Context: an optimization exercise on an open-source flow, tuned for small area, a short achievable clock period and few clock cycles. The choices shown serve that exercise and are no tape-out recipe.
Power and IR drop assume default switching activity.

v6:
==> module pyfpga_codec, before the edit <==
module pyfpga_codec (
    input  wire        clk,
    input  wire        rst,           
    input  wire        cmd_valid,
    input  wire [49:0] cmd_word,      
    output wire        cmd_ready,
    output wire        rsp_valid,
    output wire [2:0]  rsp_status,
    output wire [31:0] rsp_data,
    output wire        tx_valid,
    output wire [7:0]  tx_data,
    output wire        link_poll,
    input  wire [7:0]  link_avail,
    output wire        rx_pop,
    input  wire [7:0]  rx_byte
);
    reg         ready;        
    reg         txv;          
    reg         poll;         
    reg         pop;          
    reg         rspv;         
    reg  [3:0]  cnt;          
    reg         vphase;       
    reg         plst;         
    reg         rxl;          
    reg         cml, cmh;     
    reg         mv;           
    reg  [1:0]  op;
    reg  [12:0] ahi;          
    reg  [2:0]  pa;           
    reg  [31:0] pd;           
    reg  [7:0]  txq;
    reg  [2:0]  st;
    wire        op_ok    = cmd_word[49] | cmd_word[48];
    wire        accept   = cmd_valid & ready & op_ok;
    wire        wvw      = op[1] & op[0] & ~vphase;   
    wire        zd       = ~op[1] | vphase;           
    wire        av_hi0, av_mid0, av_lo0, avail_ok;
    pyfpga_codec_nor3  u_av_hi  (.a(link_avail[7]), .b(link_avail[6]), .c(link_avail[5]), .y(av_hi0));
    pyfpga_codec_nor2  u_av_mid (.a(link_avail[4]), .b(link_avail[3]), .y(av_mid0));
    pyfpga_codec_nand3 u_av_lo  (.a(link_avail[2]), .b(link_avail[1]), .c(link_avail[0]), .y(av_lo0));
    pyfpga_codec_nand3 u_av     (.a(av_hi0), .b(av_mid0), .c(av_lo0), .y(avail_ok));
    wire        tx_last  = (cnt[2:0] == 3'd7);
    wire        rx_last  = (cnt[2:0] == 3'd6);
    wire [2:0]  nidx = cnt[2:0] & {3{txv}};
    reg  [6:0]  nbyte;
    always @(*) begin
        case (nidx)
            3'd0:    nbyte = {1'b0, ahi[12:7]};
            3'd1:    nbyte = ahi[6:0];
            3'd2:    nbyte = zd ? {pa, 4'b0000} : {pa, pd[31:28]};
            default: nbyte = zd ? 7'd0 : {pa, pd[31:28]};
        endcase
    end
    wire        pl_in  = pop & zd;
    wire [6:0]  pl_low = pl_in ? rx_byte[6:0] : {pa, pd[31:28]};
    wire [34:0] pl_sh  = {pd[27:0], pl_low};
    wire [34:0] pl_nx  = ready ? cmd_word[34:0] : pl_sh;
    wire [34:0] pl_d;
    wire        pl_ld  = ready | mv;
    assign pl_d[34:32] = pl_ld ? pl_nx[34:32] : pa;
    genvar i;
    generate
        for (i = 0; i < 32; i = i + 1) begin : g_pl
            pyfpga_codec_mux3 u_next (.q(pd[i]), .sh(pl_sh[i]), .ld(cmd_word[i]),
                                      .mv(pl_ld), .sel_ld(ready), .y(pl_d[i]));
        end
    endgenerate
    wire        bad    = rx_byte[7] ^ cnt[0];      
    wire        err_n  = st[1] | bad;
    wire [6:0]  dx     = rx_byte[6:0] ^ {pa, pd[31:28]};
    wire        diff   = (cmh & (|dx[6:4])) | (cml & (|dx[3:0]));
    wire [2:0]  st_nx = poll ? {1'b0, ~avail_ok, ~avail_ok} : {(st[2] | diff) & ~err_n, err_n, 1'b0};
    wire [2:0]  st_d;
    wire        st_ld  = poll | pop;
    generate
        for (i = 0; i < 3; i = i + 1) begin : g_st
            pyfpga_codec_mux2 u_hold (.a(st[i]), .b(st_nx[i]), .s(st_ld), .y(st_d[i]));
        end
    endgenerate
    wire        rb_ok    = rxl & wvw & ~st[1] & ~rx_byte[7];    
    wire        finish   = (plst & ~avail_ok) | (rxl & ~rb_ok);
    always @(posedge clk) begin
        if (rst) begin
            ready <= 1'b1;
            txv   <= 1'b0;
            poll  <= 1'b0;
            pop   <= 1'b0;
            rspv  <= 1'b0;
            plst  <= 1'b0;
            rxl   <= 1'b0;
        end else begin
            ready <= ready ? ~accept : finish;
            txv   <= accept | (txv & ~tx_last) | rb_ok;
            poll  <= (txv & tx_last) | (poll & ~plst & ~avail_ok);
            pop   <= (poll & avail_ok) | (pop & ~rx_last);
            rspv  <= finish;
            plst  <= poll & (cnt == 4'd8);
            rxl   <= pop & (cnt[2:0] == 3'd5);
        end
    end
    always @(posedge clk) begin
        if (ready | (pop & rx_last))
            cnt <= 4'd1;
        else if ((txv & tx_last) | (poll & avail_ok))
            cnt <= 4'd0;
        else
            cnt <= cnt + 4'd1;
        mv   <= (txv | pop) & (cnt[2:0] >= 3'd1) & (cnt[2:0] <= 3'd5);
        cml  <= vphase & pop & (cnt[2:0] >= 3'd1) & (cnt[2:0] <= 3'd5);
        cmh  <= vphase & pop & (cnt[2:0] >= 3'd2) & (cnt[2:0] <= 3'd5);
        if (ready)
            vphase <= 1'b0;
        else if (rb_ok)
            vphase <= 1'b1;
        pa <= pl_d[34:32];
        pd <= pl_d[31:0];
        if (ready) begin
            op  <= cmd_word[49:48];
            ahi <= cmd_word[47:35];
            txq <= {1'b0, cmd_word[49], cmd_word[47:42]};
        end else begin
            txq <= {nidx[0], nbyte};
        end
        st <= st_d;
    end
    assign cmd_ready  = ready;
    assign rsp_valid  = rspv;
    assign rsp_status = st;
    assign rsp_data   = pd;
    assign tx_valid   = txv;
    assign tx_data    = txq;
    assign link_poll  = poll;
    assign rx_pop     = pop;
endmodule
clock: 4.5 ns
lec_check: 0
cap_margin: 20
core_margin: 2
core_utilization: 40
place_density: 0.6
setup_slack_margin: 2.72
slew_margin: 20
synth_hierarchical: 1
synth_minimum_keep_size: 0
standard.sh (not shown) runs the stock make flow with config.mk's settings and CLKGATE_MAP_FILE= SYNTH_SCRIPT=/design/flow/synth_recipe.tcl, a recipe that flattens the netlist after the stock synthesis.
==> flow/flow/run.sh <==
#!/bin/bash
set -euo pipefail
bash standard.sh "BUFFER_PORTS_ARGS=-buffer_cell sky130_fd_sc_hd__buf_1" finish > standard_flow.log 2>&1
### v6 -> v7
==> flow/design.v, changed modules only <==
module pyfpga_codec (
    input  wire        clk,
    input  wire        rst,           
    input  wire        cmd_valid,
    input  wire [49:0] cmd_word,      
    output wire        cmd_ready,
    output wire        rsp_valid,
    output wire [2:0]  rsp_status,
    output wire [31:0] rsp_data,
    output wire        tx_valid,
    output wire [7:0]  tx_data,
    output wire        link_poll,
    input  wire [7:0]  link_avail,
    output wire        rx_pop,
    input  wire [7:0]  rx_byte
);
    reg         ready;        
    reg         txv;          
    reg         poll;         
    reg         pop;          
    reg         rspv;         
    reg  [3:0]  cnt;          
    reg         vphase;       
    reg         plst;         
    reg         rxl;          
    reg         cml, cmh;     
    reg         mv;           
    reg  [1:0]  op;
    reg  [12:0] ahi;          
    reg  [2:0]  pa;           
    reg  [31:0] pd;           
    reg  [7:0]  txq;
    reg  [2:0]  st;
    wire        op_ok    = cmd_word[49] | cmd_word[48];
    wire        accept   = cmd_valid & ready & op_ok;
    wire        wvw      = op[1] & op[0] & ~vphase;   
    wire        zd       = ~op[1] | vphase;           
    wire        av_hi0, av_mid0, av_lo0, avail_ok;
    pyfpga_codec_nor3  u_av_hi  (.a(link_avail[7]), .b(link_avail[6]), .c(link_avail[5]), .y(av_hi0));
    pyfpga_codec_nor2  u_av_mid (.a(link_avail[4]), .b(link_avail[3]), .y(av_mid0));
    pyfpga_codec_nand3 u_av_lo  (.a(link_avail[2]), .b(link_avail[1]), .c(link_avail[0]), .y(av_lo0));
    pyfpga_codec_nand3 u_av     (.a(av_hi0), .b(av_mid0), .c(av_lo0), .y(avail_ok));
    wire        last     = (cnt[2:0] == 3'd6);
    wire [2:0]  nidx = txv ? (cnt[2:0] + 3'd1) : 3'd0;
    reg  [6:0]  nbyte;
    always @(*) begin
        case (nidx)
            3'd0:    nbyte = {1'b0, ahi[12:7]};
            3'd1:    nbyte = ahi[6:0];
            3'd2:    nbyte = zd ? {pa, 4'b0000} : {pa, pd[31:28]};
            default: nbyte = zd ? 7'd0 : {pa, pd[31:28]};
        endcase
    end
    wire        pl_in  = pop & zd;
    wire [6:0]  pl_low = pl_in ? rx_byte[6:0] : {pa, pd[31:28]};
    wire [34:0] pl_sh  = {pd[27:0], pl_low};
    wire [34:0] pl_nx  = ready ? cmd_word[34:0] : pl_sh;
    wire [34:0] pl_d;
    wire        pl_ld  = ready | mv;
    assign pl_d[34:32] = pl_ld ? pl_nx[34:32] : pa;
    genvar i;
    generate
        for (i = 0; i < 32; i = i + 1) begin : g_pl
            pyfpga_codec_mux3 u_next (.q(pd[i]), .sh(pl_sh[i]), .ld(cmd_word[i]),
                                      .mv(pl_ld), .sel_ld(ready), .y(pl_d[i]));
        end
    endgenerate
    wire        bad    = rx_byte[7] ^ cnt[0];      
    wire        err_n  = st[1] | bad;
    wire [6:0]  dx     = rx_byte[6:0] ^ {pa, pd[31:28]};
    wire        diff   = (cmh & (|dx[6:4])) | (cml & (|dx[3:0]));
    wire [2:0]  st_nx = poll ? {1'b0, ~avail_ok, ~avail_ok} : {(st[2] | diff) & ~err_n, err_n, 1'b0};
    wire [2:0]  st_d;
    wire        st_ld  = poll | pop;
    generate
        for (i = 0; i < 3; i = i + 1) begin : g_st
            pyfpga_codec_mux2 u_hold (.a(st[i]), .b(st_nx[i]), .s(st_ld), .y(st_d[i]));
        end
    endgenerate
    wire        rb_ok    = rxl & wvw & ~st[1] & ~rx_byte[7];    
    wire        finish   = (plst & ~avail_ok) | (rxl & ~rb_ok);
    always @(posedge clk) begin
        if (rst) begin
            ready <= 1'b1;
            txv   <= 1'b0;
            poll  <= 1'b0;
            pop   <= 1'b0;
            rspv  <= 1'b0;
            plst  <= 1'b0;
            rxl   <= 1'b0;
        end else begin
            ready <= ready ? ~accept : finish;
            txv   <= accept | (txv & ~last) | rb_ok;
            poll  <= (txv & last) | (poll & ~plst & ~avail_ok);
            pop   <= (poll & avail_ok) | (pop & ~last);
            rspv  <= finish;
            plst  <= poll & (cnt == 4'd8);
            rxl   <= pop & (cnt[2:0] == 3'd5);
        end
    end
    always @(posedge clk) begin
        if (ready | ((txv | pop) & last) | (poll & avail_ok))
            cnt <= 4'd0;
        else
            cnt <= cnt + 4'd1;
        mv   <= (txv & (cnt[2:0] <= 3'd4)) | (pop & (cnt[2:0] >= 3'd1) & (cnt[2:0] <= 3'd5));
        cml  <= vphase & pop & (cnt[2:0] >= 3'd1) & (cnt[2:0] <= 3'd5);
        cmh  <= vphase & pop & (cnt[2:0] >= 3'd2) & (cnt[2:0] <= 3'd5);
        if (ready)
            vphase <= 1'b0;
        else if (rb_ok)
            vphase <= 1'b1;
        pa <= pl_d[34:32];
        pd <= pl_d[31:0];
        if (ready) begin
            op  <= cmd_word[49:48];
            ahi <= cmd_word[47:35];
            txq <= {1'b0, cmd_word[49], cmd_word[47:42]};
        end else begin
            txq <= {nidx[0], nbyte};
        end
        st <= st_d;
    end
    assign cmd_ready  = ready;
    assign rsp_valid  = rspv;
    assign rsp_status = st;
    assign rsp_data   = pd;
    assign tx_valid   = txv;
    assign tx_data    = txq;
    assign link_poll  = poll;
    assign rx_pop     = pop;
endmodule
--- outcome ---
The final layouts of v6 and v7 pass the timing, DRC and antenna checks.
Compared with v6, v7 shows count of multi-input gates that has gone up by more than 10%.
On v7: endpoint arrival time on the critical path is 1.19 ns lower than what v6 gave.
| sequential share of layout area | lower: v7 |
v7 ended up with a lower share of the clock period used by the worst path after layout than v6 did.
[compare] base=v6 new=v7: buffer count excluding the clock tree in the final layout fell 1.5%; total standard cell area after synthesis now larger; switching component of the power went up.
No run of this note included a check of the RTL's function; only the layout flow was run.

[static timing again, ports no longer ideal]
In the flow no input, the clock included, has a driving cell. The finished layouts below were timed again as built, in two steps.
Step 1 sets driving cells, clkbuf_16 on the clock port and buf_2 on the other inputs (assumed; they add their load-dependent delay and slew).
Step 2 moves the port delays by t, midway between the first and last clock arrival at a register: inputs arrive t later, outputs are due t later. That takes back most of the time a late clock gives input paths.
Three values: no drivers, after step 1, after step 2; two values: the first two.
run	shift t [ns]	setup WS [ns]	clock arrival spread, ns
v6	0.369	2.694 / 2.695 / 2.326	0.013 / 0.012
v7	0.371	2.755 / 2.725 / 2.445	0.009 / 0.008
After both steps setup and hold are still met in every run listed. The setup slack of v6, which loses most, moves by +0.001 ns with the drivers and by -0.368 ns with both steps.
